This is an optimization exercise on Yosys and OpenROAD, whose aim is small area, a short achievable clock period and few clock cycles per item, not a production implementation. RTL that was checked went through simulation tests only; none was proved equivalent to the original. No functional check of the RTL was part of run 2. Power figures rest on the tool's default switching activity, not on a simulated workload.

File: flow/design.v
module comlynx_arbiter (
    input  wire        clk,
    input  wire        rst,         
    input  wire        cmd_valid,
    output reg         cmd_ready,
    input  wire [31:0] cmd_data,
    input  wire        cmd_last,
    output reg         rsp_valid,
    input  wire        rsp_ready,
    output wire [15:0] rsp_data
);
    localparam NN  = 24;
    localparam [4:0] C_NONE    = 5'd0,
                     C_CONF    = 5'd1,
                     C_CONFM   = 5'd2,
                     C_SETIE   = 5'd3,
                     C_SEND    = 5'd4,
                     C_RECV    = 5'd5,
                     C_BRK     = 5'd6,
                     C_RXRDY   = 5'd7,
                     C_TXRDY   = 5'd8,
                     C_TXEMPTY = 5'd9,
                     C_RXBRK   = 5'd10,
                     C_IRQ     = 5'd11,
                     C_SERCTL  = 5'd12,
                     C_HFRM    = 5'd13,
                     C_HOVR    = 5'd14,
                     C_HPAR    = 5'd15,
                     C_HANY    = 5'd16,
                     C_RSTERR  = 5'd17,
                     C_PE      = 5'd18,
                     C_PO      = 5'd19,
                     C_P       = 5'd20,
                     C_CHK     = 5'd21;
    integer i;
    reg          cfg_configured, cfg_enabled, cfg_even;
    reg [2:0]    fault;
    reg [NN-1:0] n_ovr, n_par, n_brk, n_rxie, n_txie;
    reg [5:0]    rp [0:NN-1];           
    reg [5:0]    head, tail;
    reg [4:0]    b_snd [0:31];
    reg [7:0]    b_pay [0:31];
    reg [31:0]   b_xp;                  
    reg [31:0]   b_pp;                  
    reg        in_tr;         
    reg        a_v, a_first, a_last;
    reg [4:0]  a_c;           
    reg        a_hd;          
    reg [2:0]  a_sf;          
    reg [4:0]  a_k;           
    reg [5:0]  a_p;           
    reg [4:0]  a_ks;          
    reg [5:0]  a_ps;          
    reg [8:0]  a_d;
    reg        a_dp;          
    wire       fire = cmd_valid & cmd_ready;
    wire [7:0] op   = cmd_data[31:24];
    wire [4:0] node = cmd_data[20:16];
    reg [4:0]  dc;
    reg [31:0] msk;
    reg        tnode;
    always @(*) begin
        dc    = C_NONE;
        msk   = 32'hFFE0FFFF;
        tnode = 1'b1;
        case (op)
            8'h01: begin dc = C_CONF;  msk = 32'hFFFFFFFC; tnode = 1'b0; end
            8'h02: begin dc = C_CONFM; msk = 32'hFFFFFFFC; tnode = 1'b0; end
            8'h03: begin dc = C_SETIE; msk = 32'hFFE0FF3F; end
            8'h10: begin dc = C_SEND;  msk = 32'hFFE0FF00; end
            8'h11: dc = C_RECV;
            8'h12: dc = C_BRK;
            8'h20: dc = C_RXRDY;
            8'h21: dc = C_TXRDY;
            8'h22: dc = C_TXEMPTY;
            8'h23: dc = C_RXBRK;
            8'h24: dc = C_IRQ;
            8'h25: dc = C_SERCTL;
            8'h30: dc = C_HFRM;
            8'h31: dc = C_HOVR;
            8'h32: dc = C_HPAR;
            8'h33: dc = C_HANY;
            8'h34: dc = C_RSTERR;
            8'h40: begin dc = C_PE;  msk = 32'hFFFFFF00; tnode = 1'b0; end
            8'h41: begin dc = C_PO;  msk = 32'hFFFFFF00; tnode = 1'b0; end
            8'h42: begin dc = C_P;   msk = 32'hFFFFFE00; tnode = 1'b0; end
            8'h43: begin dc = C_CHK; msk = 32'hFFFFFFFF; tnode = 1'b0; end
            default: tnode = 1'b0;
        endcase
    end
    wire [2:0] sf = (dc == C_NONE)                               ? 3'd1 :
                    ((cmd_data & msk & 32'h00FFFFFF) != 32'd0)   ? 3'd2 :
                    (tnode && node >= NN)                        ? 3'd3 : 3'd0;
    wire in_hd = (dc == C_SEND) | (dc == C_TXRDY) | (dc == C_TXEMPTY) |
                 (dc == C_IRQ) | (dc == C_SERCTL);
    reg        fx;            
    wire [4:0] k  = a_k;
    wire [5:0] p  = a_p;
    wire [4:0] p5 = p[4:0];
    wire [5:0] p1 = p + 6'd1;
    wire [4:0] t5 = tail[4:0];
    wire [4:0] h5 = head[4:0];
    wire has_next = (p != tail);
    wire full     = (tail[5] != head[5]) & (t5 == h5);
    wire tx_ready = ~full;
    wire [7:0] pay = b_pay[p5];
    wire       xp  = b_xp[p5];
    wire       pp  = b_pp[p5];
    wire       recheck = cfg_enabled ? (cfg_even ? pp : ~pp) : cfg_even;
    wire       mism    = has_next & (recheck ^ xp);
    wire       new_xp  = cfg_enabled ? (cfg_even ? a_dp : ~a_dp) : cfg_even;
    reg [31:0] se_k, se_r, ge_h, lt_t;
    always @(*) begin
        for (i = 0; i < 32; i = i + 1) begin
            se_k[i] = (b_snd[i] == k);
            ge_h[i] = (i >= h5);
            lt_t[i] = (i < t5);
        end
        for (i = 0; i < 32; i = i + 1)
            se_r[i] = se_k[(i + 1) % 32];
    end
    wire        wrap_live = (t5 < h5) | full;
    wire [31:0] live      = wrap_live ? (ge_h | lt_t) : (ge_h & lt_t);
    wire        tx_empty  = ~|(live & se_k);
    wire own_next = se_r[p5] & (p1 != tail);
    reg [NN-1:0] at_head;
    always @(*)
        for (i = 0; i < NN; i = i + 1)
            at_head[i] = (rp[i] == head);
    wire [NN-1:0] kdec   = {{(NN-1){1'b0}}, 1'b1} << k;
    wire          ev_bg  = (head != tail) & ~|at_head;
    wire          only_k = ~|(at_head & ~kdec);       
    wire c_send  = a_c == C_SEND;
    wire c_recv  = a_c == C_RECV;
    wire needcfg = (a_c >= C_SETIE) & (a_c <= C_RSTERR);
    reg  evp;
    reg  [1:0] qn;                      
    wire stall = fx | (a_v & a_first & a_hd & evp) | (a_v & a_last & qn[1]);
    wire go    = a_v & ~stall;           
    wire first = go & a_first;
    wire [2:0] nf = (a_sf != 3'd0)                ? a_sf :
                    (needcfg & ~cfg_configured)   ? 3'd4 :
                    (c_recv & ~has_next)          ? 3'd6 : 3'd0;
    wire held  = (fault != 3'd0);
    wire exec  = first & ~held & (nf == 3'd0);
    wire ovr_k  = n_ovr[k];
    wire par_k  = n_par[k];
    wire brk_k  = n_brk[k];
    wire rxie_k = n_rxie[k];
    wire txie_k = n_txie[k];
    reg [8:0] val;
    always @(*) begin
        val = 9'd0;
        case (a_c)
            C_SEND:    val = {8'd0, tx_ready};
            C_RECV:    val = {1'd0, pay};
            C_RXRDY:   val = {8'd0, has_next};
            C_TXRDY:   val = tx_ready ? 9'h001 : 9'h100;
            C_TXEMPTY: val = {8'd0, tx_empty};
            C_RXBRK:   val = {8'd0, brk_k};
            C_IRQ:     val = {8'd0, (rxie_k & has_next) | (txie_k & tx_ready)};
            C_SERCTL:  val = {1'd0, tx_ready, has_next, tx_empty, par_k | mism,
                              ovr_k, 1'b0, brk_k, has_next & xp};
            C_HOVR:    val = {8'd0, ovr_k};
            C_HPAR:    val = {8'd0, par_k};
            C_HANY:    val = {8'd0, ovr_k | par_k};
            C_PE:      val = {8'd0, a_dp};
            C_PO:      val = {8'd0, ~a_dp};
            C_P:       val = {8'd0, a_d[8] ~^ a_dp};
            C_CHK:     val = 9'h0FF;
            default:   val = 9'd0;
        endcase
    end
    reg          chk;
    reg [7:0]    acc;
    reg          rsn;
    wire [2:0]  fcode    = held ? fault : nf;
    wire        f_any    = a_first ? (held | (nf != 3'd0)) : held;
    wire [7:0]  acc_sub  = acc - a_d[7:0];
    wire [8:0]  val_last = a_first ? val : {rsn, chk ? acc_sub : acc};
    wire [12:0] rsp_new  = f_any ? {1'b1, (a_first ? fcode : fault), 9'd0} : {4'd0, val_last};
    wire        push     = go & a_last;
    always @(posedge clk) begin
        if (rst) begin
            chk <= 1'b0;
        end else if (go) begin
            if (a_first) begin
                chk <= exec & (a_c == C_CHK);
                acc <= val[7:0];
                rsn <= val[8];
            end else if (chk) begin
                acc <= acc_sub;
            end
        end
    end
    wire do_send = exec & c_send & tx_ready;
    wire do_recv = exec & c_recv;
    wire step    = do_recv | fx;                           
    wire snd_adv = do_send & (p == tail);                  
    wire ev1     = step & (p == head) & only_k;
    wire fx_n    = step & own_next;
    always @(posedge clk) begin
        if (rst) begin
            cfg_configured <= 1'b0;
            cfg_enabled    <= 1'b0;
            cfg_even       <= 1'b0;
            fault          <= 3'd0;
            n_ovr  <= {NN{1'b0}};
            n_par  <= {NN{1'b0}};
            n_brk  <= {NN{1'b0}};
            n_rxie <= {NN{1'b0}};
            n_txie <= {NN{1'b0}};
            head   <= 6'd0;
            tail   <= 6'd0;
            fx     <= 1'b0;
            evp    <= 1'b0;
            for (i = 0; i < NN; i = i + 1)
                rp[i] <= 6'd0;
        end else begin
            if (first & ~held & (nf != 3'd0))
                fault <= nf;
            if (ev_bg | ev1)
                head <= head + 6'd1;
            if (do_send)
                tail <= tail + 6'd1;
            fx  <= fx_n;
            evp <= ev_bg | ev1;
            if (step)
                rp[k] <= p1;
            else if (snd_adv)
                rp[k] <= tail + 6'd1;
            if (exec) begin
                case (a_c)
                    C_CONF: begin
                        cfg_configured <= 1'b1;
                        cfg_enabled    <= a_d[1];
                        cfg_even       <= a_d[0];
                    end
                    C_CONFM: begin
                        cfg_configured <= 1'b1;
                        cfg_enabled    <= ~a_d[1];
                        cfg_even       <= a_d[0];
                    end
                    C_SETIE: begin
                        n_txie[k] <= a_d[7];
                        n_rxie[k] <= a_d[6];
                    end
                    C_SEND:
                        if (!tx_ready) n_ovr[k] <= 1'b1;
                    C_BRK:
                        n_brk <= {NN{1'b1}};
                    C_RXBRK:
                        n_brk[k] <= 1'b0;
                    C_RXRDY, C_SERCTL:
                        if (mism) n_par[k] <= 1'b1;
                    C_IRQ:
                        if (rxie_k & mism) n_par[k] <= 1'b1;
                    C_RSTERR: begin
                        n_ovr[k] <= 1'b0;
                        n_par[k] <= 1'b0;
                    end
                    default: ;
                endcase
            end
        end
    end
    wire       rp_we = step | snd_adv;
    wire [5:0] rp_wv = step ? p1 : tail + 6'd1;
    wire b_we = a_v & a_first & c_send & ~full;
    always @(posedge clk) begin
        if (b_we) begin
            b_snd[t5]  <= a_k;
            b_pay[t5]  <= a_d[7:0];
            b_xp[t5]   <= new_xp;
            b_pp[t5]   <= a_dp;
        end
    end
    always @(posedge clk) begin
        if (rst) begin
            in_tr <= 1'b0;
            a_v   <= 1'b0;
        end else begin
            if (fire)
                in_tr <= ~cmd_last;
            if (~stall)
                a_v <= fire;
        end
        if (fire) begin
            a_ks    <= node;
            a_ps    <= (rp_we & (node == k)) ? rp_wv : rp[node];
        end
        if (fx_n) begin
            a_p     <= p1;
        end else if (fx) begin
            a_k     <= a_ks;
            a_p     <= (a_ks == k) ? p1 : a_ps;
        end else if (fire) begin
            a_k     <= node;
            a_p     <= (rp_we & (node == k)) ? rp_wv : rp[node];
        end
        if (fire) begin
            a_first <= ~in_tr;
            a_last  <= cmd_last;
            a_c     <= dc;
            a_hd    <= in_hd;
            a_sf    <= sf;
            a_d     <= cmd_data[8:0];
            a_dp    <= ^cmd_data[7:0];
        end
    end
    reg [12:0] q0, q1;
    wire pop = rsp_valid & rsp_ready;
    wire [1:0] qpos = qn - {1'b0, pop};     
    wire [1:0] qn_n = qn + {1'b0, push} - {1'b0, pop};
    assign rsp_data  = {q0[12:9], 3'b000, q0[8:0]};
    wire an_v    = stall ? a_v : fire;
    wire an_last = stall ? a_last : cmd_last;
    wire an_hd   = stall ? (a_first & a_hd) : (~in_tr & in_hd);
    wire ev_pend = ev_bg | ev1;
    always @(posedge clk) begin
        if (rst) begin
            qn        <= 2'd0;
            rsp_valid <= 1'b0;
            cmd_ready <= 1'b1;
        end else begin
            qn        <= qn_n;
            rsp_valid <= (qn_n != 2'd0);
            cmd_ready <= ~(an_v & an_last & qn_n[1]) & ~fx_n & ~(an_v & an_hd & ev_pend);
        end
        if (pop)
            q0 <= q1;
        if (push) begin
            if (qpos == 2'd0) q0 <= rsp_new;
            if (qpos == 2'd1) q1 <= rsp_new;
        end
    end
endmodule
File: flow/flow/run.sh
#!/bin/bash
set -euo pipefail
MARGIN=${MARGIN:-6.5}
bash standard.sh SETUP_SLACK_MARGIN=$MARGIN finish > flow_make.log 2>&1
File: flow/standard.sh
#!/bin/bash
# synth_recipe.tcl (not shown) runs the flow's synth.tcl, then flattens the netlist and writes it again
# the make line also repeats each setting of config.mk as NAME=value (left out here)
make -C /OpenROAD-flow-scripts/flow DESIGN_CONFIG=/design/flow/config.mk WORK_HOME=/design/flow/orfs CLKGATE_MAP_FILE= SYNTH_SCRIPT=/design/flow/synth_recipe.tcl "${@:-finish}"
File: flow/config.mk
export PLATFORM = sky130hd
export DESIGN_NAME = comlynx_arbiter
export DESIGN_NICKNAME = comlynx_arbiter
export VERILOG_FILES = /design/flow/design.v
export SDC_FILE = /design/flow/constraint.sdc
export NUM_CORES = 4
export LEC_CHECK = 0
export CAP_MARGIN = 20
export CORE_MARGIN = 2
export CORE_UTILIZATION = 40
export SLEW_MARGIN = 20
File: flow/constraint.sdc
create_clock -name core_clock -period 10.0 [get_ports {clk}]
set_input_delay 2.0000 -clock core_clock [delete_from_list [all_inputs] [get_ports {clk}]]
set_output_delay 2.0000 -clock core_clock [all_outputs]
set_load 0.01 [all_outputs]
==> out/results.tsv, run 1 <==
metric	value	unit
grt_max_degree	83	
fin_worst_skew	50.4	ps
core	0.109	sq mm
vias_per_cell	5.90	
async_reset_ff_frac	0	
clock_latency	690	ps
path_clk_slew	60	ps
antenna_found_initial	1	
place_congestion	0.949	
drc	0	
post_synth.cell_area_avg	12.6	sq um
cp-end-kind	flop	
cts_tree	built	
first_iter_violations	3215	
diodes	0	
leakage	17.5	nW
drive_gt1_frac	0.207	
die_h	336	um
synth_top_cell_area_share	0.502	
synth_area	0.0440	sq mm
die_x	336	um
nNetsFinal	3687	
cts_num_sinks	901	
yosysWarnings	1	
io_buffer_count	51	
dieArea	0.113	sq mm
vias	30200	
cellPowerDensity	174	mW/mm^2
fin_crit	3600	ps
numPlacedInstances	4817	
syn_to_final_growth	17.6	%
cp.required	10440	ps
setup_viol	0	
hp-class	reg -> reg	
wl_per_cell	25.4	um
netlist_top_cells_area	edfxtp_1 50%, mux4_2 8.9%, dfxtp_1 7.5%	
synth_flop_cell	edfxtp_1	
instances_no_fill	5113	
cts_buffers	94	
synth-seq-cells	901	
hpwl	81.2	mm
cp_data_arrival_time	4040	ps
fin_crit_sh	0.360	
utilization	0.475	
pin_count	55	
tightest_slew	1020	ps
ys_seq_area_frac	0.577	
wl	130	mm
postSynthCellCount	3507	
yosys.area.top_type	edfxtp_1	
grt_first_pass_wirelength	191	mm
row_count	121	
cts_hold_buf	0	
grt_pass1_vias	29000	
synth_edf_count	736	
initial_utilization	0.404	
drv_slew	0	
final_antenna_net_count	0	
fmax	0.277	GHz
hold_viol_final	0	
total_power	9.00	mW
grt_overflow_total	0	
crit_type	in -> reg	
maxCapViolCount	0	
firstDrtPassIters	5	
setup_tns	0	ps
clock_path_buffers	3	
peakVddDrop	0.170	mV
cp_max_fo	6	
root_buffer	clkbuf_16	
cts_max_level	3	
start_kind	input pin	
rsz0062_at_grt	true	
status	complete, no violations	
relSlewSlack	0.321	
track_usage	0.224	
synth_cell_types	94	
==> layer usage <==
layer  track usage  vias up  share of wire  wire, um
met5             0        -              0         0
met4        0.0639        0          0.029      3810
met3        0.0332      251          0.074      9600
met2         0.351     1309           0.46     60000
met1         0.323    15200           0.43     56500
li1              -    13400              -         -
==> layout by cell type, fill, tap and decap left out, types with 17 or more instances in the layout <==
master	count
nor2_4	29
a21oi_1	169
nand2_1	233
a22o_1	20
a211oi_1	44
o22ai_1	21
clkbuf_1	25
and2_1	23
buf_12	34
nor2_1	347
nor3_1	57
nand4_1	24
dfxtp_1	145
nand3_1	123
xor2_1	179
buf_4	108
a31oi_1	17
mux2_2	45
mux4_2	173
dlygate4sd2_1	17
nor2b_1	30
nand2b_1	27
inv_1	37
nand2b_2	17
clkbuf_16	102
mux2i_1	57
xnor2_1	189
clkdlybuf4s50_1	22
nor4_1	41
clkinv_1	20
a22oi_1	23
ha_1	25
o21ai_0	110
edfxtp_1	736
==> flip-flops by register name (all words and copies together) (netlist names), 6 cells and up, named ones only <==
name	count
a_d	9
a_p	6
a_ps	6
acc	8
b_pay	256
b_pp	32
b_snd	160
b_xp	32
head	6
n_brk	24
n_rxie	24
n_txie	24
q0	13
q1	13
rp	192
tail	6
==> synth_stat cells, types with 8 or more instances <==
cell type and n:
a41oi_1 8, nor3_1 80, inv_1 42, o22ai_1 25
mux2_2 47, xor2_1 180, a22o_1 20, edfxtp_1 736
buf_2 60, o21ai_0 116, nand2b_1 44, and3_1 14
a211oi_1 47, and2_1 26, inv_2 8, nor4_1 46
mux2i_1 59, dfxtp_1 165, buf_1 17, a2111oi_0 8
nand4_1 24, mux4_2 173, nand3_1 132, a21oi_1 176
ha_1 31, xnor2_1 193, nor2_1 379, o31ai_1 12
nand2_1 249, a21o_1 13, a22oi_1 28, clkbuf_1 115
a31oi_1 18, o21a_1 8, a311oi_1 9, buf_4 18
nor2b_1 33
==> power by group <==
part	internal (mW)	switching (mW)
combinational	0.476	0.699
sequential	4.16	0.0971
clock	2.05	1.53
total	6.68	2.32
==> worst max-delay path, stage by stage <==
cell	delay (ps)
buf_16	110
buf_12	140
buf_6	100
mux4_2	530
mux4_2	540
mux2i_1	160
o21ai_1	110
a22o_1	210
a21o_1	140
==> worst paths after layout <==
kind / startpoint / to / slack [ps] / cells after the start
max reg2reg: head[0] / q0[0] / 6550 / 12
min reg2reg: in_tr / a_first / 450 / 1
max: cmd_data[16] / a_p[5] / 6400 / 9
min: in_tr / a_first / 450 / 1
==> cell type report <==
type	instances	area [sq um]
tap	1414	1770
clock buffer	120	2460
timing repair buffer	227	2670
inverter	53	216
multi-input combinational	2341	18500
sequential	901	25500
clock inverter	57	697
fill	9696	57200
==> logic make-up after synthesis <==
kind of cell             share of synthesized area
AND/OR/NAND/NOR                              0.114
flip-flops                                   0.577
AO/OA/AOI/OAI                               0.0821
XOR/XNOR                                    0.0746
multiplexers                                 0.114
buffers and inverters                       0.0275
adder cells (fa/ha/maj)                     0.0109
other                                    0.0000852
==> repair_timing <==
item,4_1_cts,5_1_grt
setup buffers,55,43
endpoints found under the hold margin,0,0
setup endpoints to repair,983,481
gates cloned,7,9
pin swaps,32,22
resized for setup,193,108
==> stage by stage <==
stage               worst slack [ps]  hold WS [ps]  instance area [sq um]
floorplan                       5150           429                  44600
global placement                4910           446                  46200
detailed placement              4890           446                  46200
CTS                             6440           447                  50700
global route                    6360           477                  51800
finish                          6400           454                  51800
Testbench counts, summed over its fixed seeds: cycles 12,829, cmds 12,000.
==> run 2: changes to the inputs <==
--- a/flow/design.v
+++ b/flow/design.v
@@ -199,4 +199,11 @@
     wire snd_adv = do_send & (p == tail);                  
     wire ev1     = step & (p == head) & only_k;
+    wire e_ie      = exec & (a_c == C_SETIE);
+    wire e_brk_all = exec & (a_c == C_BRK);
+    wire e_brk_clr = exec & (a_c == C_RXBRK);
+    wire e_err_clr = exec & (a_c == C_RSTERR);
+    wire e_ovr_set = exec & c_send & ~tx_ready;
+    wire e_par_set = exec & mism & ((a_c == C_RXRDY) | (a_c == C_SERCTL) |
+                                    ((a_c == C_IRQ) & rxie_k));
     wire fx_n    = step & own_next;
     always @(posedge clk) begin
@@ -226,8 +233,7 @@
             fx  <= fx_n;
             evp <= ev_bg | ev1;
-            if (step)
-                rp[k] <= p1;
-            else if (snd_adv)
-                rp[k] <= tail + 6'd1;
+            for (i = 0; i < NN; i = i + 1)
+                if (kdec[i] & rp_we)
+                    rp[i] <= rp_wv;
             if (exec) begin
                 case (a_c)
@@ -242,25 +248,19 @@
                         cfg_even       <= a_d[0];
                     end
-                    C_SETIE: begin
-                        n_txie[k] <= a_d[7];
-                        n_rxie[k] <= a_d[6];
-                    end
-                    C_SEND:
-                        if (!tx_ready) n_ovr[k] <= 1'b1;
-                    C_BRK:
-                        n_brk <= {NN{1'b1}};
-                    C_RXBRK:
-                        n_brk[k] <= 1'b0;
-                    C_RXRDY, C_SERCTL:
-                        if (mism) n_par[k] <= 1'b1;
-                    C_IRQ:
-                        if (rxie_k & mism) n_par[k] <= 1'b1;
-                    C_RSTERR: begin
-                        n_ovr[k] <= 1'b0;
-                        n_par[k] <= 1'b0;
-                    end
                     default: ;
                 endcase
             end
+            for (i = 0; i < NN; i = i + 1) begin
+                if (kdec[i] & e_ie) begin
+                    n_txie[i] <= a_d[7];
+                    n_rxie[i] <= a_d[6];
+                end
+                if ((kdec[i] & e_brk_clr) | e_brk_all)
+                    n_brk[i] <= e_brk_all;
+                if (kdec[i] & (e_ovr_set | e_err_clr))
+                    n_ovr[i] <= ~e_err_clr;
+                if (kdec[i] & (e_par_set | e_err_clr))
+                    n_par[i] <= ~e_err_clr;
+            end
         end
     end
==> flow/flow/run.sh (replaced) <==
#!/bin/bash
set -euo pipefail
bash standard.sh SETUP_SLACK_MARGIN=6.5 finish > flow_make.log 2>&1
--- a/flow/config.mk
+++ b/flow/config.mk
@@ -9,3 +9,4 @@
 export CORE_MARGIN = 2
 export CORE_UTILIZATION = 40
+export CTS_BUF_LIST = sky130_fd_sc_hd__clkbuf_8
 export SLEW_MARGIN = 20
==> run 2 against run 1 <==
  * Still clean on timing, DRC and antenna
  * Combinational power decreased by 19%
  * Clock-buffer cell count increased by 40
  * Worst hold slack got worse by 2.8 ps
  * Largest power group unchanged
  * Highest routed layer unchanged
==> out/results.tsv, run 2 <==
metric	value	unit	change
netlist_top_cells_area	edfxtp_1 39%, dfxtp_1 15%, mux4_2 6.7%		
crit_chain	buf_12, buf_12, and3b_2, and3_4, a32o_1, or4_4, o32a_1, mux2i_1, o21ai_1, a22o_1, mux2_4		
async_reset_ff_frac	0		unchanged
synth_top_cell_area_share	0.387		-0.116
instances_no_fill	5444		+6.5%
grt_max_degree	139		+67%
drc	0		unchanged
peakVddDrop	0.127	mV	-25%
fin_worst_skew	63.3	ps	+12.9 ps
wl_per_cell	26.2	um	+3.0%
numPlacedInstances	5026		+4.3%
ys_seq_area_frac	0.533		-0.0442
synth.cells.most_frequent	544 x edfxtp_1, 361 x nand2_1, 309 x dfxtp_1		
fmax	0.266	GHz	-4.2%
clock_path_buffers	3		unchanged
leakage	16.9	nW	-3.3%
post_synth.cell_area_avg	11.2	sq um	-11%
fin_crit_sh	0.376		+0.0156
layout_common_cells	544 x edfxtp_1, 345 x nand2_1, 301 x a21oi_1		
dieArea	0.108	sq mm	-3.9%
cp_data_arrival_time	4470	ps	+430 ps
track_usage	0.254		+0.0308
hpwl	86.3	mm	+6.3%
grt_pass1_vias	30500		+5.2%
largest_register	b_pay		
rsz0062_at_grt	true		
tightest_slew	1140	ps	+126 ps
cts_tree	built		
row_count	119		-1.7%
whs	452	ps	-2.77 ps
maxCapViolCount	0		unchanged
grt_overflow_total	0		unchanged
status	complete, no violations		
setup_viol	0		unchanged
cts_max_level	4		+1
grt_first_pass_wirelength	205	mm	+7.6%
drv_slew	0		unchanged
crit_type	in -> reg		
root_buffer	clkbuf_8		
core	0.105	sq mm	-3.6%
clock_latency	860	ps	+170 ps
nNetsFinal	4003		+8.6%
synth_edf_count	544		-26%
yosys.area.top_type	edfxtp_1		
cts_buffers	147		+56%
postSynthCellCount	3783		+7.9%
first_iter_violations	3980		+24%
initial_utilization	0.402		-0.00180
slowest_delay	520	ps	-20 ps
die_h	329	um	-2.0%
setup_tns	0	ps	unchanged
start_kind	input pin		
drive_gt1_frac	0.212		+0.00482
cellPowerDensity	157	mW/mm^2	-9.7%
yosysWarnings	2		+1
io_buffer_count	51		unchanged
relSlewSlack	0.234		-0.0871
final_antenna_net_count	0		unchanged
syn_to_final_growth	19.0	%	
path_common_cell	buf_12		
final_common_cell	edfxtp_1		
synth-seq-cells	853		-5.3%
synth_cell_types	97		+3.2%
path_clk_slew	60	ps	about the same
antenna_found_initial	1		unchanged
critPathTopFamily	simple AND/OR/NAND/NOR gates		
worst_path_max_delay_cell	or4_4		
die_x	329	um	-2.0%
place_congestion	0.978		+3.0%
vias_per_cell	5.97		+1.3%
fill_cells	9638		-0.60%
cp_max_fo	7		+1
synth.most_common_cell	edfxtp_1		
cts_num_sinks	853		-5.3%
cp.required	10710	ps	+270 ps
firstDrtPassIters	9		+4
hp-class	reg -> reg		
hold_viol_final	0		unchanged
wl	142	mm	+9.6%
pin_count	55		unchanged
largest_register_ffs	256		unchanged
largestRegisters	b_pay: 256 flops, b_snd: 160 flops, rp: 144 flops		
fin_crit	3760	ps	+156 ps
utilization	0.479		+0.00345
synth_area	0.0423	sq mm	-4.0%
crit_buf_inv	2		-1
vias	32500		+7.8%
synth_flop_cell	edfxtp_1		
cp-end-kind	flop		
-- run 2: cell count changes in the layout (fill, tap and decap cells not counted), sizes merged, moves of 48 or more --
cell    delta
mux4      -48
nand2    +114
dfxtp    +144
a21oi    +126
edfxtp   -192
buf       +68
nand3    +103
inv       +57
nor2     -155
-- run 2: path summary, 6_finish.rpt --
check,from,to,slack [ps],cells after the start
worst min-delay path,cfg_configured,cfg_configured,450,2
worst max register to register,a_sf[0],flop,6400,9
worst max-delay path,cmd_data[20],flop,6240,11
worst min register to register,cfg_configured,cfg_configured,450,2
-- run 2: what timing repair did --
action / 4_1_cts / 5_1_grt
hold buffers: 0 / 0
endpoints found under the hold margin: 0 / 0
pin swaps: 46 / 35
setup endpoints to repair: 850 / 284
buffers inserted: 90 / 40
resized for setup: 261 / 109
cloned: 19 / 7
-- run 2: stage by stage --
step	setup WS, ps	power (mW)	cell area, sq um
after detailed placement	4590	4.74	44500
final	6240	7.90	50300
after global placement	4590	4.73	44500
after CTS	6280	7.90	49400
after floorplan	5760	4.44	42900
after global routing	6190	8.17	50300
-- run 2: cell families (layout without fill, tap and decap cells) --
group,Yosys count,in the layout,synth area share
fa+ha+maj,35,35,0.00995
mux,258,258,0.100
simple gates,1187,1189,0.134
xor+xnor,366,366,0.0765
flops,853,853,0.533
buf+inv,340,602,0.0353
other cells,1,7,0.0000887
compound gates,743,743,0.111
-- run 2: tightest hold or removal path, stage by stage, from the launching register on --
cell     delay [ps]
dfxtp_1         310
inv_1            50
a21oi_1          50
-- run 2: routing by layer --
metal	vias to the layer above	wire [um]	global-route usage
li1	14400	-	-
met1	16200	62200	0.378
met2	1684	62500	0.377
met3	261	13800	0.0476
met4	0	3920	0.0759
met5	-	0	0
-- run 2: final cells by class --
class / count / area (sq um) / share of cell area
Timing Repair Buffer: 295 / 3520 / 0.0700
Inverter: 50 / 206 / 0.00410
Clock buffer: 160 / 2200 / 0.0438
Tap cell: 1391 / 1740 / 0.0346
Sequential cell: 853 / 22500 / 0.448
Clock inverter: 97 / 613 / 0.0122
Multi-Input combinational cell: 2594 / 19500 / 0.387
Antenna cell: 4 / 10.0 / 0.000199
-- run 2: report_power, final --
group	internal, mW	switching [mW]	total [mW]
clock	1.59	1.49	3.08
combinational	0.400	0.560	0.960
sequential	3.81	0.0431	3.86
total	5.81	2.09	7.90
==> run 3: changes to the inputs <==
--- a/flow/design.v
+++ b/flow/design.v
@@ -48,4 +48,7 @@
     reg        a_hd;          
     reg [2:0]  a_sf;          
+    reg        a_ok;          
+    reg        a_ncfg;        
+    reg        a_send, a_recv;
     reg [4:0]  a_k;           
     reg [5:0]  a_p;           
@@ -131,7 +134,7 @@
     wire          ev_bg  = (head != tail) & ~|at_head;
     wire          only_k = ~|(at_head & ~kdec);       
-    wire c_send  = a_c == C_SEND;
-    wire c_recv  = a_c == C_RECV;
-    wire needcfg = (a_c >= C_SETIE) & (a_c <= C_RSTERR);
+    wire c_send  = a_send;
+    wire c_recv  = a_recv;
+    wire needcfg = a_ncfg;
     reg  evp;
     reg  [1:0] qn;                      
@@ -139,9 +142,10 @@
     wire go    = a_v & ~stall;           
     wire first = go & a_first;
-    wire [2:0] nf = (a_sf != 3'd0)                ? a_sf :
+    wire [2:0] nf = ~a_ok                         ? a_sf :
                     (needcfg & ~cfg_configured)   ? 3'd4 :
                     (c_recv & ~has_next)          ? 3'd6 : 3'd0;
-    wire held  = (fault != 3'd0);
-    wire exec  = first & ~held & (nf == 3'd0);
+    wire nf_any = ~a_ok | (needcfg & ~cfg_configured) | (c_recv & ~has_next);
+    reg  held;                           
+    wire exec  = first & ~held & ~nf_any;
     wire ovr_k  = n_ovr[k];
     wire par_k  = n_par[k];
@@ -176,5 +180,5 @@
     reg          rsn;
     wire [2:0]  fcode    = held ? fault : nf;
-    wire        f_any    = a_first ? (held | (nf != 3'd0)) : held;
+    wire        f_any    = a_first ? (held | nf_any) : held;
     wire [7:0]  acc_sub  = acc - a_d[7:0];
     wire [8:0]  val_last = a_first ? val : {rsn, chk ? acc_sub : acc};
@@ -213,4 +217,5 @@
             cfg_even       <= 1'b0;
             fault          <= 3'd0;
+            held           <= 1'b0;
             n_ovr  <= {NN{1'b0}};
             n_par  <= {NN{1'b0}};
@@ -225,6 +230,8 @@
                 rp[i] <= 6'd0;
         end else begin
-            if (first & ~held & (nf != 3'd0))
+            if (first & ~held & nf_any) begin
                 fault <= nf;
+                held  <= 1'b1;
+            end
             if (ev_bg | ev1)
                 head <= head + 6'd1;
@@ -276,4 +283,9 @@
         end
     end
+    wire [5:0] rp_node = rp[node];
+    wire       in_raw  = ~(rp_we & (node == k));   
+    wire [5:0] a_p_alt = fx_n ? p1 :
+                         fx   ? ((a_ks == k) ? p1 : a_ps) :
+                         fire ? rp_wv : a_p;
     always @(posedge clk) begin
         if (rst) begin
@@ -288,14 +300,12 @@
         if (fire) begin
             a_ks    <= node;
-            a_ps    <= (rp_we & (node == k)) ? rp_wv : rp[node];
+            a_ps    <= in_raw ? rp_node : rp_wv;
         end
+        a_p <= (fire & ~fx_n & in_raw) ? rp_node : a_p_alt;
         if (fx_n) begin
-            a_p     <= p1;
         end else if (fx) begin
             a_k     <= a_ks;
-            a_p     <= (a_ks == k) ? p1 : a_ps;
         end else if (fire) begin
             a_k     <= node;
-            a_p     <= (rp_we & (node == k)) ? rp_wv : rp[node];
         end
         if (fire) begin
@@ -305,4 +315,8 @@
             a_hd    <= in_hd;
             a_sf    <= sf;
+            a_ok    <= (sf == 3'd0);
+            a_ncfg  <= (dc >= C_SETIE) & (dc <= C_RSTERR);
+            a_send  <= (dc == C_SEND);
+            a_recv  <= (dc == C_RECV);
             a_d     <= cmd_data[8:0];
             a_dp    <= ^cmd_data[7:0];
==> flow/flow/run.sh (replaced) <==
#!/bin/bash
set -euo pipefail
bash standard.sh SETUP_SLACK_MARGIN=6.25 finish > flow_make.log 2>&1
==> run 3 against run 2 <==
  * Die area decreased by 0.96%
  * Non-clock buffer count decreased by 158
  * Final cell count decreased by 4.2%
  * Fmax increased by 0.19%
  * Synthesized cell count decreased by 2.3%
  * Worst setup slack improved by 7.0 ps
  * Critical path depth decreased by 1
  * Via count decreased by 6.2%
  * Synthesized area decreased by 0.98%
  * Sequential power increased by 2%
  * Worst hold slack improved by 18 ps
==> out/results.tsv, run 3 <==
metric	value	unit	change
wl	132	mm	-7.7%
core	0.104	sq mm	-1.4%
cp_data_arrival_time	4480	ps	about the same
post_synth.cell_area_avg	11.3	sq um	+1.4%
leakage	16.0	nW	-5.7%
row_count	118		-0.84%
grt_overflow_total	0		unchanged
final_antenna_net_count	0		unchanged
async_reset_ff_frac	0		unchanged
initial_utilization	0.404		+0.00173
antenna_found_initial	2		+1
peakVddDrop	0.125	mV	-1.9%
dieArea	0.107	sq mm	-0.96%
start_kind	flop		
tightest_slew	1030	ps	-117 ps
fin_worst_skew	39.0	ps	-24.3 ps
slowest_delay	640	ps	+120 ps
cts_tree	built		
grt_pass1_vias	29100		-4.8%
setup_tns	0	ps	unchanged
regArea	0.0227	sq mm	+0.59%
postSynthCellCount	3696		-2.3%
final_common_cell	edfxtp_1		
path_clk_slew	60	ps	about the same
cts_max_level	4		unchanged
path_common_cell	nor4_1		
multi_input_area	0.0186	sq mm	-4.3%
syn_to_final_growth	13.0	%	
cts_buffers	145		-1.4%
crit_chain	buf_4, xor2_1, nor4_1, nand3_1, o21ai_0, nor4_1, nand4_1, a21boi_1, and3_1, mux2_1		
cp_max_fo	44		+37
status	complete, no violations		
final_area	0.0473	sq mm	-6.0%
ys_seq_area_frac	0.541		+0.00861
synth_edf_count	548		+0.74%
fill_cells	9588		-0.52%
grt_first_pass_wirelength	194	mm	-5.4%
vias	30500		-6.2%
netlist_top_cells_area	edfxtp_1 39%, dfxtp_1 15%, mux4_2 7.2%		
clock_path_buffers	3		unchanged
nNetsFinal	3786		-5.4%
largest_register	b_pay		
io_buffer_count	51		unchanged
largest_register_ffs	256		unchanged
first_iter_violations	3306		-17%
layout_common_cells	548 x edfxtp_1, 313 x nor2_1, 300 x dfxtp_1		
crit_type	reg -> reg		
die_h	327	um	-0.48%
synth_cell_types	92		-5.2%
yosysWarnings	2		unchanged
wl_per_cell	25.2	um	-3.6%
firstDrtPassIters	6		-3
hold_viol_final	0		unchanged
synth_flop_cell	edfxtp_1		
place_congestion	0.960		-1.9%
synth.cells.most_frequent	548 x edfxtp_1, 350 x nor2_1, 310 x dfxtp_1		
yosys.area.top_type	edfxtp_1		
track_usage	0.242		-0.0128
drive_gt1_frac	0.157		-0.0545
maxCapViolCount	0		unchanged
fin_crit	3750	ps	-7.01 ps
synth_area	0.0419	sq mm	-0.98%
synth_top_cell_area_share	0.393		+0.00668
fin_crit_sh	0.375		-0.000701
hp-class	reg -> reg		
grt_max_degree	108		-22%
root_buffer	clkbuf_8		
cts_num_sinks	858		+0.59%
setup_viol	0		unchanged
hpwl	87.4	mm	+1.3%
pin_count	55		unchanged
relSlewSlack	0.313		+0.0786
worst_path_max_delay_cell	buf_4		
synth-seq-cells	858		+0.59%
synth.most_common_cell	edfxtp_1		
die_x	327	um	-0.48%
fmax	0.266	GHz	+0.19%
cp.required	10730	ps	+20 ps
vias_per_cell	5.85		-2.0%
cp-end-kind	flop		
clock_latency	860	ps	about the same
drv_slew	0		unchanged
placed_cell_area	0.0440	sq mm	-1.1%
rsz0062_at_grt	true		
cellPowerDensity	165	mW/mm^2	+4.9%
drc	0		unchanged
largestRegisters	b_pay: 256 flops, b_snd: 160 flops, rp: 144 flops		
## run 3: critical path: cells and delay by family, from the launching register on
family / cells / cell delay [ps]
DFF: 1 / 390
and+or+nand+nor: 5 / 1410
AOI/OAI and AO/OA: 2 / 630
buffers and inverters: 1 / 640
xor gates and xnor gates: 1 / 200
muxes: 1 / 310
## run 3: per-stage QoR
stage	power, mW	std cells	worst slack [ps]	util	hold slack [ps]
finish	7.79	5214	6250	0.456	470
global route	8.08	5213	6180	0.456	490
CTS	7.84	5196	6190	0.454	467
detailed placement	4.82	4933	4730	0.424	453
global placement	4.82	4932	4630	0.424	445
floorplan	4.52	3698	6090	-	431
## run 3: final cells by class
class,instances,area share
flip-flops and latches,858,0.479
repair buffers,137,0.0275
multi-input cells,2527,0.394
diodes,4,0.000212
clock inverters,93,0.0107
inverters,52,0.00452
well taps,1380,0.0365
clock buffers,163,0.0474
## run 3: worst paths after layout
check	cells after the start	endpoint	from	slack, ps
setup / recovery	10	head[4]	head[4]	6250
hold / removal	2	n_par[16]	n_par[16]	470
setup reg to reg	10	head[4]	head[4]	6250
hold reg to reg	2	n_par[16]	n_par[16]	470
## run 3: power by group
group          switching (mW)  leakage (nW)  internal [mW]  total, mW
clock                    1.49          1.61           1.54       3.03
combinational           0.507          6.86          0.335      0.842
sequential             0.0740          7.48           3.85       3.92
total                    2.07          16.0           5.72       7.79
## run 3: repair_timing
| action | 4_1_cts | 5_1_grt |
|---|---|---|
| pin swaps | 6 | 9 |
| resized for setup | 96 | 56 |
| setup endpoints to repair | 444 | 159 |
| hold buffers | 0 | 0 |
| setup buffers | 7 | 13 |
| gates cloned | 0 | 0 |
## run 3: metal layers
metal | track usage | up-vias | wire length [um]
met4 | 0.0920 | 0 | 4370
met5 | 0 | - | 0
met2 | 0.365 | 1271 | 58900
met1 | 0.340 | 15200 | 57700
met3 | 0.0515 | 257 | 10600
li1 | - | 13700 | -
## run 3: cell families (layout without fill, tap and decap cells)
logic type / count (synthesis) / in the layout / share of synthesized area
xor gates and xnor gates: 366 / 366 / 0.0768
DFF: 858 / 858 / 0.541
buffers and inverters: 313 / 445 / 0.0326
muxes: 273 / 273 / 0.106
other: 1 / 7 / 0.0000896
AOI/OAI and AO/OA: 761 / 761 / 0.113
and+or+nand+nor: 1089 / 1089 / 0.120
adders and majority gates: 35 / 35 / 0.0103
Testbench counts of run 3, summed over its fixed seeds: cycles 12,829, cmds 12,000.
==> run 4: changes to the inputs <==
==> flow/flow/run.sh (replaced) <==
#!/bin/bash
set -euo pipefail
bash standard.sh SETUP_SLACK_MARGIN=7.0 finish > flow_make.log 2>&1
==> run 4 against run 3 <==
  * First-iteration DRC count is 36% higher
  * Global-route usage increased by 2.6 points
  * Design area rose by 12%
  * Synthesized cell count unchanged
  * Worst hold slack got worse by 8.6 ps
  * Still clean
  * Clock skew is 21 ps higher
==> out/results.tsv, run 4 <==
metric	value	unit	change
largestRegisters	b_pay: 256 flops, b_snd: 160 flops, rp: 144 flops		
synth_edf_count	548		unchanged
dieArea	0.107	sq mm	unchanged
cts_num_sinks	858		unchanged
row_count	118		unchanged
fill_cells	8961		-6.5%
initial_utilization	0.404		unchanged
ys_seq_area_frac	0.541		unchanged
worst_path_max_delay_cell	mux4_2		
grt_max_degree	101		-6.5%
p_switching	2.24	mW	+8.2%
regArea	0.0227	sq mm	+0.15%
rsz0062_at_grt	true		
seq_power_share	0.478		-0.025
track_usage	0.268		+0.0264
clock_latency	880	ps	+20 ps
post_synth.cell_area_avg	11.3	sq um	unchanged
cts_buffers	144		-0.69%
relSlewSlack	0.389		+0.0757
multi_input_area	0.0202	sq mm	+8.3%
largest_register_ffs	256		unchanged
fin_worst_skew	60.1	ps	+21.0 ps
synth-adder-area-share	0.0103		unchanged
final_common_cell	edfxtp_1		
hp-class	reg -> reg		
place_congestion	0.975		+1.5%
cts_tree	built		
cellPowerDensity	156	mW/mm^2	-5.5%
die_h	327	um	unchanged
die_x	327	um	unchanged
synthSimpleGateAreaFrac	0.120		unchanged
final_area	0.0527	sq mm	+12%
core	0.104	sq mm	unchanged
p_int	5.97	mW	+4.3%
grt_first_pass_wirelength	212	mm	+9.3%
antenna_found_initial	6		+4
maxCapViolCount	0		unchanged
cp_max_fo	6		-86%
crit_chain	buf_12, buf_16, xor2_2, nor3_2, nand3_2, mux4_2, o22a_1, a311oi_4, nor2_4, mux2_2, o221a_2		
synth_xor_area_frac	0.0768		unchanged
hold_viol_final	0		unchanged
firstDrtPassIters	7		+1
first_iter_violations	4510		+36%
synth_area	0.0419	sq mm	unchanged
vias_per_cell	6.01		+2.7%
layout_common_cells	548 x edfxtp_1, 282 x dfxtp_1, 273 x nor2_1		
placed_cell_area	0.0442	sq mm	+0.58%
power_switching_share	0.273		+0.00723
synth_flop_cell	edfxtp_1		
cp_data_arrival_time	4120	ps	-360 ps
synth_top_family_by_area	simple AND/OR/NAND/NOR gates		
setup_viol	0		unchanged
post-place-ws	4790	ps	+57.4 ps
synth.most_common_cell	edfxtp_1		
synth.cells.most_frequent	548 x edfxtp_1, 350 x nor2_1, 310 x dfxtp_1		
synth-seq-cells	858		unchanged
start_kind	flop		
postSynthCellCount	3696		unchanged
yosysWarnings	2		unchanged
grt_use_met1	0.367		+0.0262
netlist_top_cells_area	edfxtp_1 39%, dfxtp_1 15%, mux4_2 7.2%		
root_buffer	clkbuf_8		
whs	462	ps	-8.58 ps
vias	33000		+8.0%
clock_path_buffers	3		unchanged
synth_top_cell_area_share	0.393		unchanged
tightest_slew	910	ps	-117 ps
path_clk_slew	60	ps	about the same
busiest_layer	met2		
synth_cell_types	92		unchanged
cts_hold_buf	0		unchanged
yosys-mux-area-fraction	0.106		unchanged
final_antenna_net_count	0		unchanged
slowest_delay	490	ps	-150 ps
wl	151	mm	+14%
drc	0		unchanged
syn_to_final_growth	26.0	%	
peakVddDrop	0.115	mV	-7.6%
total_power	8.20	mW	+5.3%
drive_gt1_frac	0.280		+0.123
met2_usage	0.409		+0.0439
yosys.area.top_type	edfxtp_1		
leakage	18.4	nW	+15%
fmax	0.296	GHz	+11%
setup_tns	0	ps	unchanged
synth-compound-area-share	0.113		unchanged
wl_per_cell	27.5	um	+8.9%
postLayoutSetupSlackWorst	6620	ps	+377 ps
use_met3	0.0591		+0.00757
fin_crit	3380	ps	-377 ps
grt_overflow_total	0		unchanged
cp.required	10740	ps	about the same
async_reset_ff_frac	0		unchanged
hpwl	85.8	mm	-1.9%
grt_pass1_vias	30900		+6.4%
cp-end-kind	flop		
pin_count	55		unchanged
nNetsFinal	4053		+7.1%
status	complete, no violations		
pwr-share-comb	0.145		+0.037
cts_max_level	4		unchanged
clock_power_share	0.377		-0.012
io_buffer_count	51		unchanged
largest_register	b_pay		
crit_type	reg -> reg		
drv_slew	0		unchanged
fin_crit_sh	0.338		-0.0377
## run 4: final cells by class
cell class | count | area share
sequential | 858 | 0.431
multi-input combinational | 2530 | 0.382
timing repair buffer | 402 | 0.0964
clock buffer | 156 | 0.0407
tap | 1380 | 0.0327
clock inverter | 100 | 0.0124
inverter | 52 | 0.00446
antenna | 4 | 0.000190
## run 4: cell families after synthesis
family / after synthesis
adders and majority gates: 35
muxes: 273
and+or+nand+nor: 1089
other: 1
DFF: 858
AOI/OAI and AO/OA: 761
xor gates and xnor gates: 366
buffers and inverters: 313
## run 4: path summary, 6_finish.rpt
path         startpoint  endpoint  slack, ps  cells after the start
min reg2reg    n_ovr[6]  n_ovr[6]        460                      2
max reg2reg      a_k[4]      flop       6620                     11
min            n_ovr[6]  n_ovr[6]        460                      2
max              a_k[4]      flop       6620                     11
## run 4: power by group through the flow
stage               combinational [mW]  clock, mW  sequential (mW)
floorplan                        0.583          0             3.98
finish                            1.19       3.09             3.92
global placement                 0.829          0             4.01
detailed placement               0.834          0             4.01
global route                      1.24       3.29             3.93
CTS                               1.10       3.14             3.92
## run 4: timing repair
action	4_1_cts	5_1_grt
hold endpoints to repair	0	0
gates cloned	38	12
setup endpoints to repair	781	405
buffers inserted	162	84
pin swaps	112	84
gates resized for setup	528	206
## run 4: worst max-delay path, delay by kind of cell, from the launching register on
family / cells / cell delay [ps]
muxes: 2 / 780
and+or+nand+nor: 3 / 490
DFF: 1 / 440
buffers and inverters: 2 / 360
AOI/OAI and AO/OA: 3 / 1000
xor gates and xnor gates: 1 / 150
## run 4: metrics by stage
stage / std cells / utilization
3_5_place_dp: 4926 / 0.427
2_1_floorplan: 3698 / -
3_3_place_gp: 4926 / 0.427
4_1_cts: 5382 / 0.491
6_report: 5482 / 0.509
5_1_grt: 5480 / 0.509
## run 4: routing by layer
metal / wire [um] / up-vias
li1: - / 14300
met2: 68000 / 1787
met3: 14800 / 392
met4: 6560 / 4
met5: 29 / -
met1: 61200 / 16400
==> run 5: changes to the inputs <==
==> flow/flow/run.sh (replaced) <==
#!/bin/bash
set -euo pipefail
bash standard.sh SETUP_SLACK_MARGIN=6.5 finish > flow_make.log 2>&1
==> run 5 against run 4 <==
  * Still clean
  * Die area unchanged
  * Wire length down 11%
  * Critical path depth down 1
  * Worst hold slack better by 4.2 ps
  * Synthesized area unchanged
  * Largest power group unchanged
  * Highest routed layer unchanged
==> out/results.tsv, run 5 <==
metric	value	unit	change
status	complete, no violations		
fmax	0.280	GHz	-5.4%
row_count	118		unchanged
die_h	327	um	unchanged
wl_per_cell	25.4	um	-7.5%
largest_register_ffs	256		unchanged
regArea	0.0227	sq mm	-0.11%
cellPowerDensity	165	mW/mm^2	+6.3%
fin_worst_skew	84.5	ps	+24.4 ps
crit_type	in -> reg		
track_usage	0.243		-0.0246
final_antenna_net_count	0		unchanged
crit_buf_inv	1		-1
pin_count	55		unchanged
peakVddDrop	0.126	mV	+9.7%
die_x	327	um	unchanged
setup_tns	0	ps	unchanged
drv_slew	0		unchanged
synth_edf_count	548		unchanged
hp-class	reg -> reg		
final_common_cell	edfxtp_1		
drc	0		unchanged
slowest_delay	600	ps	+110 ps
dieArea	0.107	sq mm	unchanged
clock_latency	910	ps	+30 ps
synth_cell_types	92		unchanged
drive_gt1_frac	0.176		-0.104
layout_common_cells	548 x edfxtp_1, 311 x nor2_1, 294 x dfxtp_1		
post_synth.cell_area_avg	11.3	sq um	unchanged
nNetsFinal	3817		-5.8%
multi_input_area	0.0188	sq mm	-6.6%
synth.most_common_cell	edfxtp_1		
io_buffer_count	51		unchanged
largest_register	b_pay		
critPathTopFamily	simple AND/OR/NAND/NOR gates		
core	0.104	sq mm	unchanged
netlist_top_cells_area	edfxtp_1 39%, dfxtp_1 15%, mux4_2 7.2%		
first_iter_violations	3492		-23%
synth_flop_cell	edfxtp_1		
ys_seq_area_frac	0.541		unchanged
tightest_slew	952	ps	+41.6 ps
fill_cells	9575		+6.9%
cp.required	10730	ps	about the same
fin_crit_sh	0.357		+0.0191
maxCapViolCount	0		unchanged
initial_utilization	0.404		unchanged
postLayoutSetupSlackWorst	6430	ps	-191 ps
setup_viol	0		unchanged
cts_hold_buf	0		unchanged
hold_viol_final	0		unchanged
syn_to_final_growth	15.2	%	
async_reset_ff_frac	0		unchanged
yosys.area.top_type	edfxtp_1		
crit_chain	clkbuf_4, and3b_2, nand3_1, nand4_1, or4_1, o32a_1, mux2i_1, o21ai_1, nand2_1, o21ai_0		
cp_data_arrival_time	4300	ps	+180 ps
cp_max_fo	17		+11
cts_max_level	4		unchanged
firstDrtPassIters	7		unchanged
cts_num_sinks	858		unchanged
wl	133	mm	-11%
vias	30700		-6.8%
leakage	16.3	nW	-11%
synth_area	0.0419	sq mm	unchanged
worst_path_max_delay_cell	or4_1		
vias_per_cell	5.85		-2.7%
cts_buffers	145		+0.69%
clock_path_buffers	3		unchanged
cp-end-kind	flop		
hpwl	86.2	mm	+0.45%
synth.cells.most_frequent	548 x edfxtp_1, 350 x nor2_1, 310 x dfxtp_1		
place_congestion	0.986		+1.2%
path_clk_slew	70	ps	about the same
root_buffer	clkbuf_8		
yosysWarnings	2		unchanged
fin_crit	3570	ps	+191 ps
synth_top_cell_area_share	0.393		unchanged
instances_no_fill	5250		-4.2%
largestRegisters	b_pay: 256 flops, b_snd: 160 flops, rp: 144 flops		
grt_max_degree	107		+5.9%
grt_pass1_vias	29500		-4.6%
antenna_found_initial	5		-1
rsz0062_at_grt	true		
relSlewSlack	0.366		-0.0231
grt_overflow_total	0		unchanged
cts_tree	built		
numPlacedInstances	4930		+0.081%
start_kind	input pin		
synth-seq-cells	858		unchanged
post-place-ws	4720	ps	-67.8 ps
postSynthCellCount	3696		unchanged
grt_first_pass_wirelength	195	mm	-7.9%
run 5: cell types whose count changed in the layout (fill, tap and decap cells not counted), moves of 15 or more:
| cell | before | now |
|---|---|---|
| buf_16 | 29 | 2 |
| nor2_1 | 273 | 311 |
| nand3_2 | 19 | 4 |
| nand3_1 | 143 | 158 |
| a21oi_1 | 211 | 245 |
| buf_4 | 203 | 82 |
| buf_6 | 49 | 6 |
| nor2_2 | 34 | 7 |
| a21oi_2 | 37 | 8 |
| nor3_1 | 46 | 63 |
| buf_12 | 58 | 14 |
run 5: cell families (layout without fill, tap and decap cells):
family | after synthesis | count (layout) | synth area share
buffers and inverters | 313 | 479 | 0.0326
multiplexers | 273 | 273 | 0.106
adder cells (fa/ha/maj) | 35 | 35 | 0.0103
AND/OR/NAND/NOR | 1089 | 1089 | 0.120
AO/OA/AOI/OAI | 761 | 761 | 0.113
XOR/XNOR | 366 | 366 | 0.0768
other | 1 | 9 | 0.0000896
flip-flops | 858 | 858 | 0.541
run 5: final cells by class:
cell class              instances  area share
inverters                      52     0.00452
diodes                          6    0.000311
multi-input cells            2527       0.391
flip-flops and latches        858       0.471
clock buffers                 158      0.0451
well taps                    1380      0.0358
clock inverters               101      0.0147
repair buffers                168      0.0378
run 5: report_power, final:
part / total, mW / internal (mW) / switching [mW]
sequential: 3.91 / 3.85 / 0.0606
clock: 3.16 / 1.60 / 1.55
combinational: 0.903 / 0.364 / 0.539
total: 7.97 / 5.81 / 2.15
run 5: stage by stage:
step | hold WS (ps) | util | power [mW] | instance area (sq um)
after floorplan | 431 | - | 4.52 | 42600
after global placement | 441 | 0.424 | 4.81 | 44000
after detailed placement | 451 | 0.424 | 4.82 | 44000
after CTS | 467 | 0.460 | 7.99 | 47600
after global routing | 490 | 0.465 | 8.24 | 48200
final | 466 | 0.465 | 7.97 | 48200
run 5: final timing paths:
kind / slack, ps / cells past startpoint / end / startpoint
worst min register to register: 470 / 2 / n_par[23] / n_par[23]
worst max register to register: 6500 / 11 / flop / a_k[0]
worst min-delay path: 470 / 2 / n_par[23] / n_par[23]
worst max-delay path: 6430 / 10 / flop / cmd_data[20]
run 5: tightest hold or removal path, delay by kind of cell (launching register included):
| kind | cells | cell delay (ps) |
|---|---|---|
| flops | 1 | 320 |
| simple gates | 1 | 70 |
| compound gates | 1 | 40 |
run 5: what timing repair did:
item	CTS	global route
setup buffers	27	20
resized for setup	165	89
gates cloned	5	2
setup endpoints to repair	612	217
pin swaps	6	12
run 5: metal layers:
metal,vias to the layer above,GRT usage,routed length [um]
met5,-,0,12
met3,280,0.0548,11600
met1,15300,0.340,57500
met2,1367,0.374,60200
li1,13800,-,-
met4,2,0.0818,4130
==> run 6: changes to the inputs <==
==> flow/flow/run.sh (replaced) <==
#!/bin/bash
set -euo pipefail
bash standard.sh SETUP_SLACK_MARGIN=6.75 finish > flow_make.log 2>&1
--- a/flow/config.mk
+++ b/flow/config.mk
@@ -9,4 +9,3 @@
 export CORE_MARGIN = 2
 export CORE_UTILIZATION = 40
-export CTS_BUF_LIST = sky130_fd_sc_hd__clkbuf_8
 export SLEW_MARGIN = 20
==> run 6 against run 5 <==
  * Critical path depth did not move
  * Register-to-register slack improved by 150 ps
  * Critical path type unchanged
  * Power rose by 5.0%
  * Die area did not move
  * Worst setup slack improved by 120 ps
==> out/results.tsv, run 6 <==
metric	value	unit	change
status	complete, no violations		
hp-class	reg -> reg		
synth_cell_types	92		unchanged
die_h	327	um	unchanged
drv_slew	0		unchanged
maxCapViolCount	0		unchanged
rsz0062_at_grt	true		
async_reset_ff_frac	0		unchanged
firstDrtPassIters	5		-2
synth_area	0.0419	sq mm	unchanged
first_iter_violations	4230		+21%
cts_buffers	91		-37%
layout_common_cells	548 x edfxtp_1, 297 x dfxtp_1, 293 x nor2_1		
grt_overflow_total	0		unchanged
fill_cells	9179		-4.1%
fin_crit_sh	0.345		-0.0117
hp-start	n_par[6]		
leakage	17.3	nW	+6.2%
root_buffer	clkbuf_16		
hold_depth	2		unchanged
largestRegisters	b_pay: 256 flops, b_snd: 160 flops, rp: 144 flops		
synth.cells.most_frequent	548 x edfxtp_1, 350 x nor2_1, 310 x dfxtp_1		
initial_utilization	0.404		unchanged
drc	0		unchanged
yosysWarnings	2		unchanged
synth_flop_cell	edfxtp_1		
drive_gt1_frac	0.222		+0.0461
largest_register	b_pay		
synth-seq-cells	858		unchanged
synth_edf_count	548		unchanged
clock_latency	710	ps	-200 ps
fmax	0.290	GHz	+3.4%
ys_seq_area_frac	0.541		unchanged
multi_input_area	0.0195	sq mm	+3.4%
io_buffer_count	51		unchanged
synth_top_cell_area_share	0.393		unchanged
cp_data_arrival_time	4030	ps	-270 ps
start_kind	input pin		
final_common_cell	edfxtp_1		
wl_per_cell	26.6	um	+4.8%
postSynthCellCount	3696		unchanged
holdPathEnd	n_par[6]		
netlist_top_cells_area	edfxtp_1 39%, dfxtp_1 15%, mux4_2 7.2%		
path_clk_slew	60	ps	about the same
crit_type	in -> reg		
grt_pass1_vias	29300		-0.68%
whs	465	ps	-0.954 ps
cellPowerDensity	165	mW/mm^2	about the same
vias_per_cell	6.01		+2.7%
fin_crit	3450	ps	-117 ps
wl	141	mm	+5.6%
place_congestion	0.979		-0.74%
post_synth.cell_area_avg	11.3	sq um	unchanged
synth.most_common_cell	edfxtp_1		
clock_path_buffers	3		unchanged
track_usage	0.248		+0.00500
grt_first_pass_wirelength	200	mm	+2.1%
tightest_slew	1170	ps	+223 ps
antenna_found_initial	3		-2
setup_tns	0	ps	unchanged
core	0.104	sq mm	unchanged
relSlewSlack	0.216		-0.150
grt_max_degree	97		-9.3%
row_count	118		unchanged
largest_register_ffs	256		unchanged
rrSetupSlack	6650	ps	+150 ps
nNetsFinal	3901		+2.2%
peakVddDrop	0.150	mV	+19%
setup_viol	0		unchanged
hpwl	86.0	mm	-0.13%
cp.required	10580	ps	-150 ps
final_antenna_net_count	0		unchanged
yosys.area.top_type	edfxtp_1		
die_x	327	um	unchanged
r2r-start	a_k[4]		
fin_worst_skew	52.4	ps	-32.1 ps
hold_viol_final	0		unchanged
vias	31800		+3.5%
dieArea	0.107	sq mm	unchanged
cp_max_fo	8		-9
syn_to_final_growth	20.9	%	
cp-end-kind	flop		
cts_max_level	3		-1
pin_count	55		unchanged
regArea	0.0227	sq mm	about the same
rr_worst_depth	13		+2
cts_num_sinks	858		unchanged
cts_tree	built		
[run 6: cell counts after synthesis]
No cell type changed its count.
[run 6: cell type report]
type / count / area share
sequential: 858 / 0.448
multi-input combinational: 2530 / 0.385
timing repair buffer: 303 / 0.0689
clock buffer: 125 / 0.0491
tap: 1380 / 0.0341
clock inverter: 41 / 0.0101
inverter: 52 / 0.00435
antenna: 2 / 0.0000989
[run 6: cell families after synthesis]
family | Yosys count | synth area share
and+or+nand+nor | 1089 | 0.120
DFF | 858 | 0.541
AOI/OAI and AO/OA | 761 | 0.113
xor gates and xnor gates | 366 | 0.0768
buffers and inverters | 313 | 0.0326
muxes | 273 | 0.106
adders and majority gates | 35 | 0.0103
other | 1 | 0.0000896
[run 6: how the worst max path moves through the flow]
stage          slack (ps)  cells after the start      end          from
2_1_floorplan        6090                      9  a_ps[2]  cmd_data[16]
3_3_place_gp         4250                     10     flop  cmd_data[19]
3_5_place_dp         4270                     10     flop  cmd_data[19]
4_1_cts              6590                     11     flop  cmd_data[18]
5_1_grt              6540                     10     flop  cmd_data[16]
6_report             6550                     10     flop  cmd_data[16]
[run 6: worst max-delay path, stage by stage]
cell	delay, ps
buf_12	120
nor3b_4	170
buf_6	140
a32o_2	270
a221oi_2	190
nand4_1	170
o32a_1	440
o21ai_2	180
nor2_1	60
a211o_1	290
[run 6: stage by stage]
step | power, mW | instance area (sq um) | setup slack [ps] | instances | util
floorplan | 4.54 | 42700 | 6090 | 3698 | -
global route | 8.62 | 50600 | 6540 | 5289 | 0.488
CTS | 8.31 | 49100 | 6590 | 5205 | 0.474
global placement | 4.82 | 44000 | 4250 | 4928 | 0.425
detailed placement | 4.83 | 44000 | 4270 | 4928 | 0.425
finish | 8.36 | 50600 | 6550 | 5291 | 0.488
[run 6: power by group]
part / switching, mW / internal (mW) / total, mW / leakage, nW
Clock: 1.47 / 1.94 / 3.41 / 1.45
Combinational: 0.597 / 0.443 / 1.04 / 8.40
Sequential: 0.0660 / 3.85 / 3.91 / 7.49
Total: 2.13 / 6.23 / 8.36 / 17.3
[run 6: what timing repair did]
action | CTS | global route
setup endpoints to repair | 746 | 309
hold buffers | 0 | 0
gates resized for setup | 369 | 167
gates cloned | 18 | 13
hold endpoints to repair | 0 | 0
pin swaps | 52 | 72
setup buffers | 93 | 70
[run 6: per-layer routing]
metal | global-route usage | part of all wire | routed length, um
met5 | 0 | 0 | 0
met4 | 0.0824 | 0.036 | 5100
met3 | 0.0473 | 0.087 | 12200
met2 | 0.380 | 0.45 | 63400
met1 | 0.355 | 0.43 | 60200
==> run 7: changes to the inputs <==
--- a/flow/config.mk
+++ b/flow/config.mk
@@ -9,3 +9,5 @@
 export CORE_MARGIN = 2
 export CORE_UTILIZATION = 40
+export CTS_BUF_LIST = sky130_fd_sc_hd__clkbuf_8
+export PLACE_DENSITY = 0.7
 export SLEW_MARGIN = 20
==> run 7 against run 6 <==
  * Worst setup slack improved by 27 ps
  * Still clean on timing, DRC and antenna
  * Critical path depth is 2 higher
  * Non-clock buffer count grew 13
  * Clock skew increased by 5.4 ps
  * Clock-buffer cell count is 26 higher
  * First-iteration DRC count grew 9.4%
  * Via count increased by 3.2%
==> out/results.tsv, run 7 <==
metric	value	unit	change
row_count	118		unchanged
cp-end-kind	flop		
numPlacedInstances	4922		-0.12%
fin_crit	3420	ps	-27.4 ps
cts_max_level	4		+1
status	complete, no violations		
synth_flop_cell	edfxtp_1		
clock_path_buffers	3		unchanged
worst_path_max_delay_cell	dfxtp_2		
yosysWarnings	2		unchanged
drive_gt1_frac	0.229		+0.00666
firstDrtPassIters	7		+2
grt_max_degree	101		+4.1%
utilization	0.488		about the same
yosys.area.top_type	edfxtp_1		
use_met3	0.0609		+0.0136
met2_usage	0.388		+0.00859
synth_top_cell_area_share	0.393		unchanged
post-place-ws	4810	ps	+543 ps
cts_tree	built		
initial_utilization	0.404		unchanged
layout_common_cells	548 x edfxtp_1, 302 x nor2_1, 282 x dfxtp_1		
relSlewSlack	0.108		-0.108
cts_buffers	140		+54%
synth.cells.most_frequent	548 x edfxtp_1, 350 x nor2_1, 310 x dfxtp_1		
first_iter_violations	4626		+9.4%
rrSetupSlack	6580	ps	-70 ps
largest_register	b_pay		
track_usage	0.258		+0.00929
io_buffer_count	51		unchanged
drc	0		unchanged
postSynthCellCount	3696		unchanged
grt_use_met1	0.350		-0.00430
pin_count	55		unchanged
fmax	0.292	GHz	+0.80%
die_x	327	um	unchanged
fin_crit_sh	0.342		-0.00273
path_clk_slew	60	ps	about the same
largestRegisters	b_pay: 256 flops, b_snd: 160 flops, rp: 144 flops		
clock_latency	870	ps	+160 ps
hp-class	reg -> reg		
wl_per_cell	26.6	um	about the same
synth-seq-cells	858		unchanged
root_buffer	clkbuf_8		
async_reset_ff_frac	0		unchanged
slowest_delay	480	ps	+40 ps
start_kind	flop		
nNetsFinal	3967		+1.7%
wl	143	mm	+1.8%
grt_pass1_vias	30900		+5.4%
hold_viol_final	0		unchanged
synth_area	0.0419	sq mm	unchanged
grt_first_pass_wirelength	206	mm	+3.4%
cts_num_sinks	858		unchanged
rsz0062_at_grt	true		
largest_register_ffs	256		unchanged
fin_worst_skew	57.8	ps	+5.40 ps
setup_tns	0	ps	unchanged
diodes	0		-2
antenna_found_initial	4		+1
synth_edf_count	548		unchanged
die_h	327	um	unchanged
peakVddDrop	0.141	mV	-5.9%
leakage	17.5	nW	+1.1%
maxCapViolCount	0		unchanged
setup_viol	0		unchanged
place_congestion	0.973		-0.56%
drv_slew	0		unchanged
vias_per_cell	6.10		+1.4%
hpwl	84.5	mm	-1.8%
postLayoutSetupSlackWorst	6580	ps	+27.4 ps
final_antenna_net_count	0		unchanged
syn_to_final_growth	20.8	%	about the same
core	0.104	sq mm	unchanged
grt_overflow_total	0		unchanged
final_common_cell	edfxtp_1		
tightest_slew	1330	ps	+153 ps
instances_no_fill	5385		+1.8%
post_synth.cell_area_avg	11.3	sq um	unchanged
netlist_top_cells_area	edfxtp_1 39%, dfxtp_1 15%, mux4_2 7.2%		
cp_data_arrival_time	4180	ps	+150 ps
cp_max_fo	7		-1
cellPowerDensity	159	mW/mm^2	-3.9%
dieArea	0.107	sq mm	unchanged
cp.required	10750	ps	+170 ps
vias	32800		+3.2%
synth.most_common_cell	edfxtp_1		
ys_seq_area_frac	0.541		unchanged
crit_type	reg -> reg		
synth_cell_types	92		unchanged
busiest_layer	met2		
crit_chain	inv_1, ha_1, and3b_1, o21ai_0, nand2_1, o2111ai_1, a2111oi_0, nand4_1, nor4_4, buf_6, a21oi_4, o31ai_1		
==> run 7: what timing repair did <==
action                                  CTS  global route
resized for setup                       362           143
pin swaps                                60            59
setup buffers                           117            65
endpoints found under the setup margin  731           282
hold buffers                              0             0
cloned                                   25             8
==> run 7: per-stage QoR <==
step | area (sq um) | hold slack [ps] | power (mW)
floorplan | 42700 | 431 | 4.54
global placement | 44000 | 443 | 4.81
detailed placement | 44000 | 453 | 4.82
CTS | 49400 | 466 | 7.96
global route | 50600 | 490 | 8.26
finish | 50600 | 461 | 8.03
==> run 7: worst paths after layout <==
check	startpoint	cells past startpoint	end
max	head[0]	12	q0[5]
min	n_par[4]	2	n_par[4]
max reg2reg	head[0]	12	q0[5]
min reg2reg	n_par[4]	2	n_par[4]
==> run 7: power by group <==
| group | switching [mW] | internal [mW] |
|---|---|---|
| clock | 1.51 | 1.52 |
| sequential | 0.0804 | 3.85 |
| combinational | 0.584 | 0.482 |
| total | 2.17 | 5.86 |
==> run 7: kinds of logic (layout without fill, tap and decap cells) <==
kind of cell    Yosys count  in the layout  synth area share
simple gates           1089           1092             0.120
flops                   858            858             0.541
compound gates          761            765             0.113
xor+xnor                366            366            0.0768
buf+inv                 313            613            0.0326
mux                     273            273             0.106
fa+ha+maj                35             35            0.0103
other cells               1              3         0.0000896
==> run 7: final cells by class <==
cell class                 instances  area [sq um]
timing repair buffer             316          3840
multi-input combinational       2534         19400
inverter                          52           228
tap                             1380          1730
clock buffer                     151          2080
sequential                       858         22700
clock inverter                    94           618
fill                            9034         53100
==> run 7: per-layer routing <==
metal	up-vias	routed length, um
li1	14100	-
met1	16100	56400
met2	2170	62800
met3	464	16800
met4	6	7410
met5	-	39
==> run 7: critical path: cells and delay by family, from the launching register on <==
kind,cells,cell delay (ps)
AO/OA/AOI/OAI,5,1130
adder cells (fa/ha/maj),1,250
buffers and inverters,2,330
flip-flops,1,480
AND/OR/NAND/NOR,4,1130

-- what the ideal ports hide --
The results above use ideal ports. As a check the final layouts listed here were re-extracted and re-timed, cells and wires unchanged. Step 1 sets driving cells, clkbuf_16 on the clock port and buf_2 on the other inputs (assumed; they add their load-dependent delay and slew). Step 2 adds t to the input delays and takes it off the output delays; t is the mean of the earliest and latest rising clock arrival at the registers after step 1. Input paths then give back, and output paths get back, about the clock's delay inside the block. Slacks: ideal ports / drivers / drivers and shift; pairs: ideal ports / drivers.
| run | t, ns | setup slack, ns | worst hold slack (ns) | worst setup path at the end |
|---|---|---|---|---|
| run 1 | 0.742 | 6.396 / 6.317 / 5.575 | 0.454 / 0.454 / 0.454 | input to register |
| run 2 | 0.898 | 6.240 / 6.239 / 5.341 | 0.452 / 0.452 / 0.452 | input to register |
| run 3 | 0.907 | 6.247 / 6.247 / 5.498 | 0.470 / 0.470 / 0.470 | input to register |
| run 4 | 0.922 | 6.624 / 6.617 / 5.773 | 0.462 / 0.462 / 0.462 | input to register |
| run 5 | 0.931 | 6.433 / 6.464 / 5.533 | 0.466 / 0.466 / 0.466 | input to register |
| run 6 | 0.754 | 6.550 / 6.516 / 5.762 | 0.465 / 0.465 / 0.465 | input to register |
| run 7 | 0.904 | 6.577 / 6.577 / 5.674 | 0.461 / 0.461 / 0.461 | input to register |
After both steps every run listed still meets setup and hold. The setup slack of run 7, which loses most, moves by 0.000 ns with the drivers and by -0.903 ns with both steps.
